This is an optimization exercise on Yosys and OpenROAD, whose aim is small area, not a production implementation.
For this run, only the layout was checked, not whether the RTL still works.
No activity file was given, so power comes from the tool's default toggle rates.

File: run.sh
#!/bin/bash
# synth_recipe.tcl (not shown) runs the flow's synth.tcl, then flattens the netlist and writes it again
# the make line also repeats each setting of config.mk as NAME=value (left out here)
make -C /OpenROAD-flow-scripts/flow DESIGN_CONFIG=/design/flow/config.mk WORK_HOME=/design/flow/orfs CLKGATE_MAP_FILE= SYNTH_SCRIPT=/design/flow/synth_recipe.tcl finish
File: config.mk
export PLATFORM = sky130hd
export DESIGN_NAME = blsync
export DESIGN_NICKNAME = blsync
export VERILOG_FILES = /design/flow/design.v
export SDC_FILE = /design/flow/constraint.sdc
export NUM_CORES = 4
export LEC_CHECK = 0
export CAP_MARGIN = 20
export CORE_MARGIN = 2
export CORE_UTILIZATION = 40
export SLEW_MARGIN = 20
File: constraint.sdc
create_clock -name core_clock -period 40.0 [get_ports {clk}]
set_input_delay 8.0000 -clock core_clock [delete_from_list [all_inputs] [get_ports {clk}]]
set_output_delay 8.0000 -clock core_clock [all_outputs]
set_load 0.01 [all_outputs]
File: design.v
module blsync (
    input  wire        clk,
    input  wire        rst,             
    input  wire        host_req,
    input  wire        host_we,
    input  wire [16:0] host_addr,
    input  wire [31:0] host_wdata,
    output reg  [31:0] host_rdata,
    output wire        host_err,
    input  wire        cancel_in,
    output wire        irq_done,
    output reg         line_open,
    output reg         line_cfg_get,
    output reg         line_cfg_set,
    output reg         line_close,
    output reg  [63:0] line_cfg_wdata,
    input  wire        line_ok,
    input  wire [63:0] line_cfg_rdata,
    output reg         tx_valid,
    output reg  [7:0]  tx_data,
    input  wire        tx_ready,
    input  wire        tx_error,
    input  wire        tx_closed,
    output reg         rx_pop,
    input  wire [1:0]  rx_kind,         
    input  wire [7:0]  rx_data
);
    localparam [4:0] S_IDLE     = 5'h00;
    localparam [4:0] S_OPEN     = 5'h01;
    localparam [4:0] S_GETCFG   = 5'h02;
    localparam [4:0] S_SETCFG   = 5'h03;
    localparam [4:0] S_PULSE    = 5'h04;
    localparam [4:0] S_SETTLE   = 5'h05;
    localparam [4:0] S_HSHAKE   = 5'h06;
    localparam [4:0] S_PROBE    = 5'h07;
    localparam [4:0] S_ACK_O    = 5'h08;
    localparam [4:0] S_ACK_K    = 5'h09;
    localparam [4:0] S_DRAIN    = 5'h0A;
    localparam [4:0] S_FAILCHK  = 5'h0B;
    localparam [4:0] S_BACKOFF  = 5'h0C;
    localparam [4:0] S_INFO_TX  = 5'h0D;
    localparam [4:0] S_INFO_ACK = 5'h0E;
    localparam [4:0] S_INFO_LEN = 5'h0F;
    localparam [4:0] S_INFO_PAY = 5'h10;
    localparam [4:0] S_RESTORE  = 5'h11;
    localparam [4:0] S_DONE     = 5'h12;
    localparam [1:0] R_NONE      = 2'd0;
    localparam [1:0] R_SUCCESS   = 2'd1;
    localparam [1:0] R_CANCELLED = 2'd2;
    localparam [1:0] R_FAULT     = 2'd3;
    localparam [3:0] C_USAGE       = 4'd1;
    localparam [3:0] C_LINE_OPEN   = 4'd2;
    localparam [3:0] C_CFG_GET     = 4'd3;
    localparam [3:0] C_CFG_SET     = 4'd4;
    localparam [3:0] C_TX_IO       = 4'd5;
    localparam [3:0] C_TX_CLOSED   = 4'd6;
    localparam [3:0] C_RX_IO       = 4'd7;
    localparam [3:0] C_RX_CLOSED   = 4'd8;
    localparam [3:0] C_INFO_NAK    = 4'd9;
    localparam [3:0] C_ALLOC       = 4'd10;
    localparam [3:0] C_CFG_RESTORE = 4'd11;
    localparam [1:0] RX_EMPTY  = 2'd0;
    localparam [1:0] RX_BYTE   = 2'd1;
    localparam [1:0] RX_ERROR  = 2'd2;
    localparam [1:0] RX_CLOSED = 2'd3;
    localparam [31:0] BAUD_DEFAULT  = 32'd115200;
    localparam [16:0] SETTLE_TICKS  = 17'd656;      
    localparam [16:0] BACKOFF_TICKS = 17'd98304;    
    localparam [16:0] PROBE_TICKS   = 17'd0;        
    localparam        PAYLOAD_CAP   = 64;
    localparam [31:0] TRAILER_LEN   = 32'd3;
    reg  [4:0]  state;
    reg  [31:0] baud;
    reg  [31:0] session_baud;
    reg  [31:0] pulses;
    reg  [31:0] idx;
    reg  [31:0] attempts;
    reg         cancel_flag;
    reg         synced;
    reg  [1:0]  result;
    reg  [3:0]  fault_cause;
    reg  [31:0] fault_info;
    reg         restore_fail;
    reg  [15:0] ackb;
    reg  [7:0]  lenb;
    reg  [15:0] info_len;
    reg  [15:0] pay_count;
    reg         line_held;
    reg  [63:0] cfg_saved;
    reg         cfg_saved_valid;
    reg  [16:0] timer;
    reg  [7:0]  payload [0:PAYLOAD_CAP-1];
    wire busy = (state != S_IDLE) && (state != S_DONE);
    wire done = (state == S_DONE);
    assign irq_done = done;
    wire aligned   = (host_addr[1:0] == 2'b00);
    assign host_err = host_req && !aligned;
    wire host_wr   = !rst && host_req && host_we && aligned;
    wire ctrl_wr   = host_wr && (host_addr == 17'h00000);
    wire baud_wr   = host_wr && (host_addr == 17'h00004);
    wire start_cmd = ctrl_wr && host_wdata[0];
    wire cancel_cmd = ctrl_wr && host_wdata[1];
    wire start_ok  = start_cmd && !busy;
    wire [31:0] status = {4'd0, fault_cause, 6'd0, result, 3'd0,
                          restore_fail, cancel_flag, synced, done, busy,
                          3'd0, state};
    reg [15:0] pidx;
    reg [7:0]  pbyte;
    reg [31:0] win_word;
    integer    b;
    always @* begin
        win_word = 32'd0;
        for (b = 0; b < 4; b = b + 1) begin
            pidx  = {host_addr[15:2], b[1:0]};
            pbyte = (pidx < pay_count) ? payload[pidx[5:0]] : 8'h00;
            win_word[8*b +: 8] = pbyte;
        end
    end
    always @* begin
        if (host_addr[16]) begin
            host_rdata = win_word;
        end else begin
            case (host_addr[15:0])
                16'h0004: host_rdata = baud;
                16'h0008: host_rdata = status;
                16'h000C: host_rdata = attempts;
                16'h0010: host_rdata = pulses;
                16'h0014: host_rdata = {16'd0, info_len};
                16'h0018: host_rdata = fault_info;
                16'h001C: host_rdata = {16'd0, pay_count};
                default:  host_rdata = 32'd0;
            endcase
        end
    end
    function [7:0] hs_byte;
        input [3:0] i;
        begin
            case (i)
                4'd0:  hs_byte = 8'h50;
                4'd1:  hs_byte = 8'h00;
                4'd2:  hs_byte = 8'h08;
                4'd3:  hs_byte = 8'h00;
                4'd4:  hs_byte = 8'h38;
                4'd5:  hs_byte = 8'hF0;
                4'd6:  hs_byte = 8'h00;
                4'd7:  hs_byte = 8'h20;
                4'd8:  hs_byte = 8'h00;
                4'd9:  hs_byte = 8'h00;
                4'd10: hs_byte = 8'h00;
                4'd11: hs_byte = 8'h18;
                default: hs_byte = 8'h00;
            endcase
        end
    endfunction
    function [7:0] info_byte;
        input [1:0] i;
        begin
            info_byte = (i == 2'd0) ? 8'h10 : 8'h00;
        end
    endfunction
    wire [63:0] raw_cfg = {cfg_saved[63:42], 1'b1, 1'b1, 1'b1, 1'b0, 1'b0,
                           1'b0, 2'b00, 2'b11, session_baud};
    reg        fault;
    reg [3:0]  f_cause;
    reg [15:0] f_data;
    wire tx_fail  = tx_error || tx_closed;
    wire [3:0] tx_cause = tx_error ? C_TX_IO : C_TX_CLOSED;
    wire rx_fail  = (rx_kind == RX_ERROR) || (rx_kind == RX_CLOSED);
    wire [3:0] rx_cause = (rx_kind == RX_ERROR) ? C_RX_IO : C_RX_CLOSED;
    always @* begin
        line_open      = 1'b0;
        line_cfg_get   = 1'b0;
        line_cfg_set   = 1'b0;
        line_close     = 1'b0;
        line_cfg_wdata = 64'd0;
        tx_valid       = 1'b0;
        tx_data        = 8'h00;
        rx_pop         = 1'b0;
        fault          = 1'b0;
        f_cause        = 4'd0;
        f_data         = 16'd0;
        if (!rst) begin
            case (state)
                S_OPEN: begin
                    line_open = 1'b1;
                    if (!line_ok) begin
                        fault = 1'b1; f_cause = C_LINE_OPEN;
                    end
                end
                S_GETCFG: begin
                    line_cfg_get = 1'b1;
                    if (!line_ok) begin
                        fault = 1'b1; f_cause = C_CFG_GET;
                    end
                end
                S_SETCFG: begin
                    line_cfg_set   = 1'b1;
                    line_cfg_wdata = raw_cfg;
                    if (!line_ok) begin
                        fault = 1'b1; f_cause = C_CFG_SET;
                    end
                end
                S_PULSE: begin
                    if (idx != pulses) begin
                        tx_valid = 1'b1;
                        tx_data  = 8'h55;
                        if (tx_fail) begin
                            fault = 1'b1; f_cause = tx_cause; f_data = idx[15:0];
                        end
                    end
                end
                S_HSHAKE: begin
                    if (idx != 32'd12) begin
                        tx_valid = 1'b1;
                        tx_data  = hs_byte(idx[3:0]);
                        if (tx_fail) begin
                            fault = 1'b1; f_cause = tx_cause; f_data = idx[15:0];
                        end
                    end
                end
                S_INFO_TX: begin
                    if (idx != 32'd4) begin
                        tx_valid = 1'b1;
                        tx_data  = info_byte(idx[1:0]);
                        if (tx_fail) begin
                            fault = 1'b1; f_cause = tx_cause; f_data = idx[15:0];
                        end
                    end
                end
                S_ACK_O: begin
                    rx_pop = 1'b1;
                    if (rx_fail) begin
                        fault = 1'b1; f_cause = rx_cause; f_data = 16'd0;
                    end
                end
                S_ACK_K: begin
                    rx_pop = 1'b1;
                    if (rx_fail) begin
                        fault = 1'b1; f_cause = rx_cause; f_data = 16'd1;
                    end
                end
                S_DRAIN: begin
                    if (idx != TRAILER_LEN) begin
                        rx_pop = 1'b1;
                        if (rx_fail) begin
                            fault = 1'b1; f_cause = rx_cause; f_data = idx[15:0];
                        end
                    end
                end
                S_INFO_ACK: begin
                    if (idx != 32'd2) begin
                        rx_pop = 1'b1;
                        if (rx_fail) begin
                            fault = 1'b1; f_cause = rx_cause; f_data = idx[15:0];
                        end
                    end else if (ackb != 16'h4B4F) begin
                        fault = 1'b1; f_cause = C_INFO_NAK; f_data = ackb;
                    end
                end
                S_INFO_LEN: begin
                    if (idx != 32'd2) begin
                        rx_pop = 1'b1;
                        if (rx_fail) begin
                            fault = 1'b1; f_cause = rx_cause; f_data = idx[15:0];
                        end
                    end else if (info_len > PAYLOAD_CAP) begin
                        fault = 1'b1; f_cause = C_ALLOC; f_data = info_len;
                    end
                end
                S_INFO_PAY: begin
                    if (idx != {16'd0, info_len}) begin
                        rx_pop = 1'b1;
                        if (rx_fail) begin
                            fault = 1'b1; f_cause = rx_cause; f_data = idx[15:0];
                        end
                    end
                end
                S_RESTORE: begin
                    line_cfg_set   = 1'b1;
                    line_cfg_wdata = cfg_saved;
                    line_close     = 1'b1;
                end
                default: ;
            endcase
            if (fault && !cfg_saved_valid && line_held)
                line_close = 1'b1;
        end
    end
    always @(posedge clk) begin
        if (rst) begin
            state           <= S_IDLE;
            baud            <= BAUD_DEFAULT;
            session_baud    <= 32'd0;
            pulses          <= 32'd0;
            idx             <= 32'd0;
            attempts        <= 32'd0;
            cancel_flag     <= 1'b0;
            synced          <= 1'b0;
            result          <= R_NONE;
            fault_cause     <= 4'd0;
            fault_info      <= 32'd0;
            restore_fail    <= 1'b0;
            ackb            <= 16'd0;
            lenb            <= 8'd0;
            info_len        <= 16'd0;
            pay_count       <= 16'd0;
            line_held       <= 1'b0;
            cfg_saved_valid <= 1'b0;
            timer           <= 17'd0;
        end else begin
            if (timer != 17'd0)
                timer <= timer - 17'd1;
            if (baud_wr)
                baud <= host_wdata;
            if (start_ok) begin
                session_baud    <= baud;
                cancel_flag     <= 1'b0;
                attempts        <= 32'd0;
                pulses          <= 32'd0;
                idx             <= 32'd0;
                synced          <= 1'b0;
                result          <= R_NONE;
                fault_cause     <= 4'd0;
                fault_info      <= 32'd0;
                restore_fail    <= 1'b0;
                ackb            <= 16'd0;
                lenb            <= 8'd0;
                info_len        <= 16'd0;
                pay_count       <= 16'd0;
                line_held       <= 1'b0;
                cfg_saved_valid <= 1'b0;
                if (baud == 32'd0) begin
                    result      <= R_FAULT;
                    fault_cause <= C_USAGE;
                    fault_info  <= {11'd0, state, 16'd0};
                    state       <= S_DONE;
                end else begin
                    cancel_flag <= cancel_cmd;
                    state       <= S_OPEN;
                end
            end else begin
                if (busy && (cancel_cmd || cancel_in))
                    cancel_flag <= 1'b1;
                if (fault) begin
                    result      <= R_FAULT;
                    fault_cause <= f_cause;
                    fault_info  <= {11'd0, state, f_data};
                    if (cfg_saved_valid) begin
                        state <= S_RESTORE;
                    end else begin
                        line_held <= 1'b0;
                        state     <= S_DONE;
                    end
                end else begin
                    case (state)
                        S_OPEN: begin
                            line_held <= 1'b1;
                            state     <= S_GETCFG;
                        end
                        S_GETCFG: begin
                            cfg_saved       <= line_cfg_rdata;
                            cfg_saved_valid <= 1'b1;
                            state           <= S_SETCFG;
                        end
                        S_SETCFG: begin
                            attempts <= attempts + 32'd1;
                            pulses   <= session_baud / 32'd2000;
                            idx      <= 32'd0;
                            state    <= S_PULSE;
                        end
                        S_PULSE: begin
                            if (idx == pulses) begin
                                timer <= SETTLE_TICKS;
                                state <= S_SETTLE;
                            end else if (tx_ready) begin
                                idx <= idx + 32'd1;
                            end
                        end
                        S_SETTLE: begin
                            if (timer == 17'd0) begin
                                idx   <= 32'd0;
                                state <= S_HSHAKE;
                            end
                        end
                        S_HSHAKE: begin
                            if (idx == 32'd12) begin
                                timer <= PROBE_TICKS;
                                state <= S_PROBE;
                            end else if (tx_ready) begin
                                idx <= idx + 32'd1;
                            end
                        end
                        S_PROBE: begin
                            if (timer == 17'd0) begin
                                if (rx_kind == RX_BYTE)
                                    state <= S_ACK_O;
                                else
                                    state <= S_FAILCHK;
                            end
                        end
                        S_ACK_O: begin
                            if (rx_kind == RX_BYTE) begin
                                if (rx_data == 8'h4F)
                                    state <= S_ACK_K;
                                else
                                    state <= S_FAILCHK;
                            end
                        end
                        S_ACK_K: begin
                            if (rx_kind == RX_BYTE) begin
                                if (rx_data == 8'h4B) begin
                                    idx   <= 32'd0;
                                    state <= S_DRAIN;
                                end else begin
                                    state <= S_FAILCHK;
                                end
                            end
                        end
                        S_DRAIN: begin
                            if (idx == TRAILER_LEN) begin
                                synced <= 1'b1;
                                idx    <= 32'd0;
                                state  <= S_INFO_TX;
                            end else if (rx_kind == RX_BYTE) begin
                                idx <= idx + 32'd1;
                            end
                        end
                        S_FAILCHK: begin
                            if (cancel_flag || cancel_cmd || cancel_in) begin
                                result <= R_CANCELLED;
                                state  <= S_RESTORE;
                            end else begin
                                timer <= BACKOFF_TICKS;
                                state <= S_BACKOFF;
                            end
                        end
                        S_BACKOFF: begin
                            if (timer == 17'd0) begin
                                attempts <= attempts + 32'd1;
                                pulses   <= session_baud / 32'd2000;
                                idx      <= 32'd0;
                                state    <= S_PULSE;
                            end
                        end
                        S_INFO_TX: begin
                            if (idx == 32'd4) begin
                                idx   <= 32'd0;
                                state <= S_INFO_ACK;
                            end else if (tx_ready) begin
                                idx <= idx + 32'd1;
                            end
                        end
                        S_INFO_ACK: begin
                            if (idx == 32'd2) begin
                                idx   <= 32'd0;
                                state <= S_INFO_LEN;
                            end else if (rx_kind == RX_BYTE) begin
                                if (idx[0])
                                    ackb[15:8] <= rx_data;
                                else
                                    ackb[7:0]  <= rx_data;
                                idx <= idx + 32'd1;
                            end
                        end
                        S_INFO_LEN: begin
                            if (idx == 32'd2) begin
                                if (info_len == 16'd0) begin
                                    result <= R_SUCCESS;
                                    state  <= S_RESTORE;
                                end else begin
                                    idx   <= 32'd0;
                                    state <= S_INFO_PAY;
                                end
                            end else if (rx_kind == RX_BYTE) begin
                                if (idx[0])
                                    info_len <= {rx_data, lenb};
                                else
                                    lenb     <= rx_data;
                                idx <= idx + 32'd1;
                            end
                        end
                        S_INFO_PAY: begin
                            if (idx == {16'd0, info_len}) begin
                                result <= R_SUCCESS;
                                state  <= S_RESTORE;
                            end else if (rx_kind == RX_BYTE) begin
                                payload[idx[5:0]] <= rx_data;
                                pay_count         <= idx[15:0] + 16'd1;
                                idx               <= idx + 32'd1;
                            end
                        end
                        S_RESTORE: begin
                            cfg_saved_valid <= 1'b0;
                            if (!line_ok) begin
                                restore_fail <= 1'b1;
                                if (result != R_FAULT) begin
                                    result      <= R_FAULT;
                                    fault_cause <= C_CFG_RESTORE;
                                    fault_info  <= {11'd0, S_RESTORE, 16'd0};
                                end
                            end
                            line_held <= 1'b0;
                            state     <= S_DONE;
                        end
                        default: ;
                    endcase
                end
            end
        end
    end
endmodule
==> impl_results.md <==
* Setup TNS at 0 ps
* Leak Pwr at 16.11 nW
* Endpoints failing setup at 0
* Worst EP arrival at 12430 ps
* Vias at 33650
* GPL Wtd Cong at 1.013
* Max Cap Viol at 0
* Ranking of synthesized cells by area: edfxtp_1 (40%), dfxtp_1 (12%), mux4_2 (8.3%)
* IO Port Bufs at 242
* Status: timing/DRC/antenna clean
* Syn. warnings at 1
* Vias in the first global route at 31330
* Worst R2R Start: session_baud[27]$_SDFFE_PP0P_
* WL final at 141000 um
* Clock tree root buffer cell: clkbuf_16
* Final slew viol count at 0
* RSZ-0062 raised after global routing: no
* Diode count at 0
* Worst Path Required at 32000 ps
* Share of cells above drive strength 1 at 12.39%
* Total core area at 0.1071 mm2
* Biggest area consumer among synthesized cells: edfxtp_1
* Fmax at 48.94 MHz
* CP Max Fanout at 34
* Die Ht at 332.6 um
* Die width at 332.6 um
* Die ar. at 0.1106 mm2
* Worst hold path class: reg2reg
* Worst-Margin Slew at 1174 ps
* Grt total ovfl at 0
* Final ANT Viol Nets at 0
* Vias per cell at 6.189
* Hold Path Origin: lenb[1]$_SDFFE_PP0P_
* Fill cells at 9796
* CTS max path bufs at 3
* IO Pins at 244
* Sw Pwr at 502.0 uW
* Sw frac at 25.01%
* Max Clock Skew at 33.20 ps
* DRT iter0 DRCs at 4261
* Async SR Flop Fraction at 0%
* TritonCTS Buffers at 91
* Main flop type after synthesis: edfxtp_1
* Largest net degree at the start of global routing at 96
* Worst vdd ir at 0.00002989 V
* Worst skew pair latency at 680 ps
* Synthesized area at 0.04318 mm2
* Initial Util at 40.34%
* Clock network power share at 41.7%
* First-pass GRT wire length at 208800 um
* CP Launch Type: input port
* Post-CTS Repair Setup Buffers at 0
* Layout area overhead at 15.26%
* Clock Pin Slew Worst Setup and Hold Paths at 60 ps
* Crit path time final at 20430 ps
* Mapped Cells at 3822
* Yosys cell types at 140
* Final Hold Violating Endpoints at 0
* Final net count at 4113
* Fin crit share at 51.08%
* Hold-fix buffers at CTS at 0
* Combinational Power Share at 10.2%
* Detailed Place HPWL at 98280 um
* Crit Path Class: in2out
* Area share of the largest cell type after synthesis at 40.05%
* Int Power at 1.505 mW
* Worst Setup SP: host_addr[5]
* # DRC at 0
* Final Cell Area at 0.04977 mm2
* Htree depth at 3
* Row cnt at 120
* Syn_area_per_cell at 11.30 um2
* Core Util, Final at 46.49%
* Syn Nets at 3975
* Area after DPL at 0.04679 mm2
* Pwr per Cell Area at 40.33 mW/mm2
* TritonCTS clock tree: built
* Seq pwr share at 48.2%
* Drt wl/cell at 25.94 um
* CP Capture Type: primary output
* Yosys reg bits at 841
* Clock sinks at 841
* Drt pass-1 iters at 8
* Number of synthesized flops with an enable pin at 576
* Total GRT Usage at 24.88%
* Antenna violations before repair at 1
* Slew HR at 21.36%
* Seq/Total Area, Yosys at 52.34%
* Post_cts resized at 0
-- state kept, by name, summed over array words and instances, names as in the netlist, named ones only --
signal / count
attempts: 32
payload: 512
line_held: 1
cfg_saved: 64
result: 2
cfg_saved_valid: 1
fault_cause: 4
restore_fail: 1
cancel_flag: 1
pulses: 22
pay_count: 16
fault_info: 21
idx: 32
baud: 32
synced: 1
ackb: 16
timer: 17
session_baud: 32
info_len: 16
lenb: 8
state: 5
-- final timing paths --
kind                                                 end  slack, ps  depth (start not counted)
worst max-delay path                       host_rdata[3]      19570                         11
worst min-delay path            info_len[1]$_SDFFE_PP0P_        450                          2
worst max register to register    pulses[0]$_SDFFE_PP0P_      22260                         49
worst min register to register  info_len[1]$_SDFFE_PP0P_        450                          2
-- cell type report --
class | instances | area (um2) | area share [%]
Sequential cell | 841 | 22600 | 45.41
Multi-Input combinational cell | 2652 | 19340 | 38.86
Timing Repair Buffer | 306 | 2875 | 5.777
Clock buffer | 122 | 2475 | 4.973
Tap cell | 1403 | 1755 | 3.527
Clock inverter | 45 | 466.7 | 0.9377
Inverter | 68 | 255.2 | 0.5128
-- power by group through the flow --
stage / registers [mW] / clock network (mW) / logic, mW
2_1_floorplan: 0.978 / 0 / 0.122
3_3_place_gp: 0.984 / 0 / 0.200
3_5_place_dp: 0.984 / 0 / 0.201
4_1_cts: 0.966 / 0.848 / 0.202
5_1_grt: 0.967 / 0.882 / 0.220
6_report: 0.967 / 0.837 / 0.204
-- layer usage --
metal,vias to the layer above,share of wire [%],GRT usage (%)
met3,223,9.6,5.288
li1,15000,-,-
met2,1566,45,37.78
met5,-,0.011,0
met4,2,2.6,7.041
met1,16860,43,35.85
-- cell usage in the layout, fill, tap and decap left out, types with 50 or more instances in the layout --
master	synthesis	routed
a211oi_1	51	51
a21oi_1	252	252
a22o_1	51	51
a22oi_1	58	58
and3_1	72	72
buf_4	8	64
clkbuf_16	0	92
clkdlybuf4s50_1	0	229
dfxtp_1	265	265
edfxtp_1	576	576
inv_1	67	67
mux2i_1	53	53
mux4_2	160	160
nand2_1	324	324
nand3_1	91	90
nor2_1	384	377
nor2b_1	50	50
nor3_1	80	74
o21ai_0	125	125
xnor2_1	89	89
-- worst max-delay path, cell delays in order --
cell and delay [ps]:
buf_2 90, buf_4 320, nor4_1 360, nand4_1 630, inv_1 180, nand2_1 130
nor2_1 840, a22oi_1 140, and3_1 250, o21ai_0 760, clkdlybuf4s50_1 700
-- cells in the mapped netlist, drive strengths merged, types with 10 or more instances --
| cell type | n |
|---|---|
| nor2b | 50 |
| a22o | 51 |
| and3 | 72 |
| nand2 | 328 |
| o211ai | 34 |
| o22ai | 27 |
| a21oi | 255 |
| or2 | 22 |
| o21a | 22 |
| o31ai | 19 |
| nand3 | 93 |
| a222oi | 23 |
| dfxtp | 265 |
| a21o | 26 |
| or3 | 39 |
| mux4 | 160 |
| a21boi | 11 |
| a22oi | 58 |
| o211a | 10 |
| nand3b | 20 |
| a311oi | 19 |
| buf | 60 |
| mux2 | 10 |
| a32oi | 16 |
| nor4 | 44 |
| a211o | 14 |
| nand4 | 38 |
| clkbuf | 201 |
| a31oi | 30 |
| o21ai | 144 |
| a221oi | 17 |
| ha | 21 |
| xor2 | 46 |
| mux2i | 57 |
| xnor2 | 96 |
| edfxtp | 576 |
| nor3 | 81 |
| nand2b | 33 |
| and2 | 34 |
| nor2 | 386 |
| inv | 67 |
| a211oi | 61 |
| nor3b | 10 |
-- logic make-up after synthesis --
| family | share of synthesized area [%] |
|---|---|
| simple gates | 14.64 |
| flops | 52.34 |
| other cells | 0.008684 |
| fa+ha+maj | 0.7273 |
| mux | 10.03 |
| buf+inv | 3.097 |
| compound gates | 16.09 |
| xor+xnor | 3.071 |
-- metrics by stage --
step                      instances  setup WS, ps  power [mW]  hold slack [ps]
after detailed placement       5268         19470       1.185            443.7
after global routing           5437         19370       2.069            475.8
final                          5437         19570       2.007            454.6
after global placement         5268         19530       1.184            442.4
after floorplan                3822         21420       1.100            431.5
after CTS                      5435         19460       2.016            452.8

[what the ideal ports hide]
No port has a modelled driver above. Below, the same layout with a new extraction and two added sets of constraints. Step 1 (the two cells are an assumption about what drives the block):
set clk [get_ports {clk}]
set_driving_cell -lib_cell sky130_fd_sc_hd__clkbuf_16 $clk
set_driving_cell -lib_cell sky130_fd_sc_hd__buf_2 [delete_from_list [all_inputs] $clk]
Step 2 moves the port delays by t, midway between the first and last clock arrival at a register: inputs arrive t later, outputs are due t later. That takes back most of the time a late clock gives input paths. a / b / c = ideal / step 1 / step 2; a / b = the first two.
t (ns): 0.740
setup slack, ns: 19.568 / 19.546 / 19.546
latest minus earliest clock arrival (ns): 0.034 / 0.033
After both steps setup and hold are still met in this run. For this run, drivers alone change the setup slack by -0.022 ns; drivers and shift together by -0.022 ns.
